Context: an optimization exercise on an open-source flow, tuned for small area, a short achievable clock period and few clock cycles. The choices shown serve that exercise and are no tape-out recipe.
Where RTL was checked, it was by simulation tests only, not by an equivalence proof against the original.
No activity file was given, so power comes from the tool's default toggle rates.

## old
Design ndef_dec, start of the top module:
module ndef_dec (
    input  wire        clk,
    input  wire        rst,           
    input  wire        req,
    input  wire [7:0]  op,
    input  wire [7:0]  arg,
    output wire        busy,
    output reg         done,
    output reg  [2:0]  res,
    output reg  [3:0]  cause,
    output reg         badtxt,
    output wire [15:0] tb_len,
    output wire [15:0] txt_off,
    output wire [15:0] txt_len,
    output wire [15:0] idx,
    input  wire [15:0] rd_addr,
    output wire [7:0]  rd_data
);
    localparam CAP = 128;
    localparam [7:0] OP_DEC   = 8'h30;
    localparam [7:0] OP_TBCLR = 8'h40;
    localparam [7:0] OP_TBAPP = 8'h41;
    localparam [2:0] R_OK        = 3'd1;
    localparam [2:0] R_FOUND     = 3'd4;
    localparam [2:0] R_NOT_FOUND = 3'd5;
    localparam [2:0] R_REFUSED   = 3'd6;
    localparam [3:0] C_NONE       = 4'd0;
    localparam [3:0] C_CAP        = 4'd5;
    localparam [3:0] C_END        = 4'd7;
    localparam [3:0] C_TERMINATOR = 4'd8;
    localparam [3:0] C_TRUNCATED  = 4'd9;
    localparam [3:0] C_ILLEGAL_OP = 4'd10;
    localparam [3:0] M_T    = 4'd0,     
                     M_HDR  = 4'd1,     
                     M_RS   = 4'd2,     
                     M_L    = 4'd3,     
                     M_LX1  = 4'd4,     
                     M_LX2  = 4'd5,     
                     M_TL   = 4'd6,     
                     M_PL1  = 4'd7,     
                     M_PL4A = 4'd8,     
                     M_PL4B = 4'd9,
                     M_PL4C = 4'd10,
                     M_PL4D = 4'd11,    
  ...
Size: roughly 120 I/O pins.
Settings: LEC_CHECK=0, CAP_MARGIN=20, CORE_MARGIN=2, CORE_UTILIZATION=50, CTS_CLUSTER_DIAMETER=90, CTS_CLUSTER_SIZE=24, SLEW_MARGIN=20; clock period 10.0 ns.
standard.sh (not shown) runs the stock make flow with config.mk's settings and CLKGATE_MAP_FILE= SYNTH_SCRIPT=/design/flow/synth_recipe.tcl, a recipe that flattens the netlist after the stock synthesis.
==> flow/flow/run.sh <==
#!/bin/bash
# The standard layout (standard.sh, with its unchanged synthesis), with
# more timing-repair effort: repair_timing aims for 6.0 ns of setup slack,
# ports are buffered with buf_2, and the resizer may change a cell's footprint.
bash standard.sh SETUP_SLACK_MARGIN=6.0 MATCH_CELL_FOOTPRINT=0 \
    "BUFFER_PORTS_ARGS=-buffer_cell sky130_fd_sc_hd__buf_2" finish > standard.log 2>&1
Testbench counts of old, summed over its fixed seeds: cycles 15,689.
#### Input delta (new over old)
-- flow/design.v --
<<< old, line 49
    reg [CAP*8-1:0] ring;
    reg [6:0] rot;
    reg [6:0] ofs;                   
    reg [7:0] len;                   
>>> new, line 49
    reg [CAP*8-1:0] ring;
    reg [6:0] rot;
    reg       rot_x01;               
    reg [6:2] rot_n;                 
    wire [6:0] rot_dec = rot - 7'd1;
    reg [6:0] ofs;                   
    reg [7:0] len;                   
<<< old, line 79
    assign ra_c[5] = ra_g[4] | (ra_p[4] & ra_c[4]);
    assign ra_c[6] = ra_g[5] | (ra_p[5] & ra_g[4]) | (ra_p[5] & ra_p[4] & ra_c[4]);
    wire [6:0] ra = ra_p ^ ra_c;
    wire [CAP*8-1:0] rview = {ring[CAP*8-1:8], slot0};
    reg  [7:0] rd_lo, rd_hi;
>>> new, line 82
    assign ra_c[5] = ra_g[4] | (ra_p[4] & ra_c[4]);
    assign ra_c[6] = ra_g[5] | (ra_p[5] & ra_g[4]) | (ra_p[5] & ra_p[4] & ra_c[4]);
    wire [6:2] ra_hi = rd_addr[6:2] ^ ((ra_c[6:2] & rot_n[6:2]) | (~ra_c[6:2] & rot[6:2]));
    wire [6:0] ra = {ra_hi, rd_addr[1] ^ (rd_addr[0] ? rot_x01 : rot[1]), ra_p[0]};
    wire [CAP*8-1:0] rview = {ring[CAP*8-1:8], slot0};
    reg  [7:0] rd_lo, rd_hi;
<<< old, line 339
    always @(posedge clk) begin
        if (rst || is_clr) begin
            rot <= 7'd1;
            ofs <= 7'd1;
        end else begin
            rot <= rot - 7'd1;
            ofs <= app_ok ? ofs : ofs - 7'd1;
        end
>>> new, line 343
    always @(posedge clk) begin
        if (rst || is_clr) begin
            rot     <= 7'd1;
            rot_n   <= 5'h1F;
            rot_x01 <= 1'b1;
            ofs     <= 7'd1;
        end else begin
            rot     <= rot_dec;
            rot_n   <= ~rot_dec[6:2];
            rot_x01 <= rot[1];       
            ofs <= app_ok ? ofs : ofs - 7'd1;
        end
Results
Cmp new vs old: slew at the pin closest to its max-slew limit higher in new. A worst setup path startpoint of rd_addr[1] is what new shows, while rd_addr[0] belongs to old. When the final numbers for new and old were put side by side, the routed wire length turned out to be greater in new. Re clock period minus worst slack: new and old aren't equal, and the lower value belongs to new. Per the comparison of new with old, largest stage delay on the critical path lower; pin count of the biggest net entering global routing higher. old → new: cell area after layout rose by 550 um2; inverter count of the layout excluding clock inverters went up by about 14%; x dimension of the die grew by 2.8 um; post-route fraction of the period consumed by the critical path down 3.3 points. The fill cell total of the finished layout in new was higher than what old gave. new has more setup slack than old. The share of post-route cells with drive strength above 1 of new is lower than that of old. When the final numbers for new and old were put side by side, the final total power turned out to be greater in new.
For new, only the layout was checked, not whether the RTL still works.

afterwards: timing with drivers on the ports:
How much do the figures lean on ideal ports? The routed layouts below were timed once more, with nothing changed but the port constraints.
Step 1, drivers: a clkbuf_16 drives clk and a buf_2 each remaining input, both assumed.
Step 2 times the ports against the registers' clock, not the clock port: input delays grow and output delays shrink by t, the midpoint of the rising clock arrivals with the driver on.
Three values: ideal ports, drivers, drivers and shift; two values: the first two.
| run | shift t [ns] | setup slack, ns | hold WS [ns] | latest minus earliest clock arrival (ns) |
|---|---|---|---|---|
| old | 0.700 | 5.686 / 5.710 / 5.010 | 0.333 / 0.333 / 0.333 | 0.042 / 0.043 |
| new | 0.704 | 6.012 / 6.010 / 5.306 | 0.340 / 0.340 / 0.340 | 0.029 / 0.028 |
After both steps setup and hold are still met in every run listed. For new, which loses most, drivers alone change the setup slack by -0.002 ns; drivers and shift together by -0.706 ns.
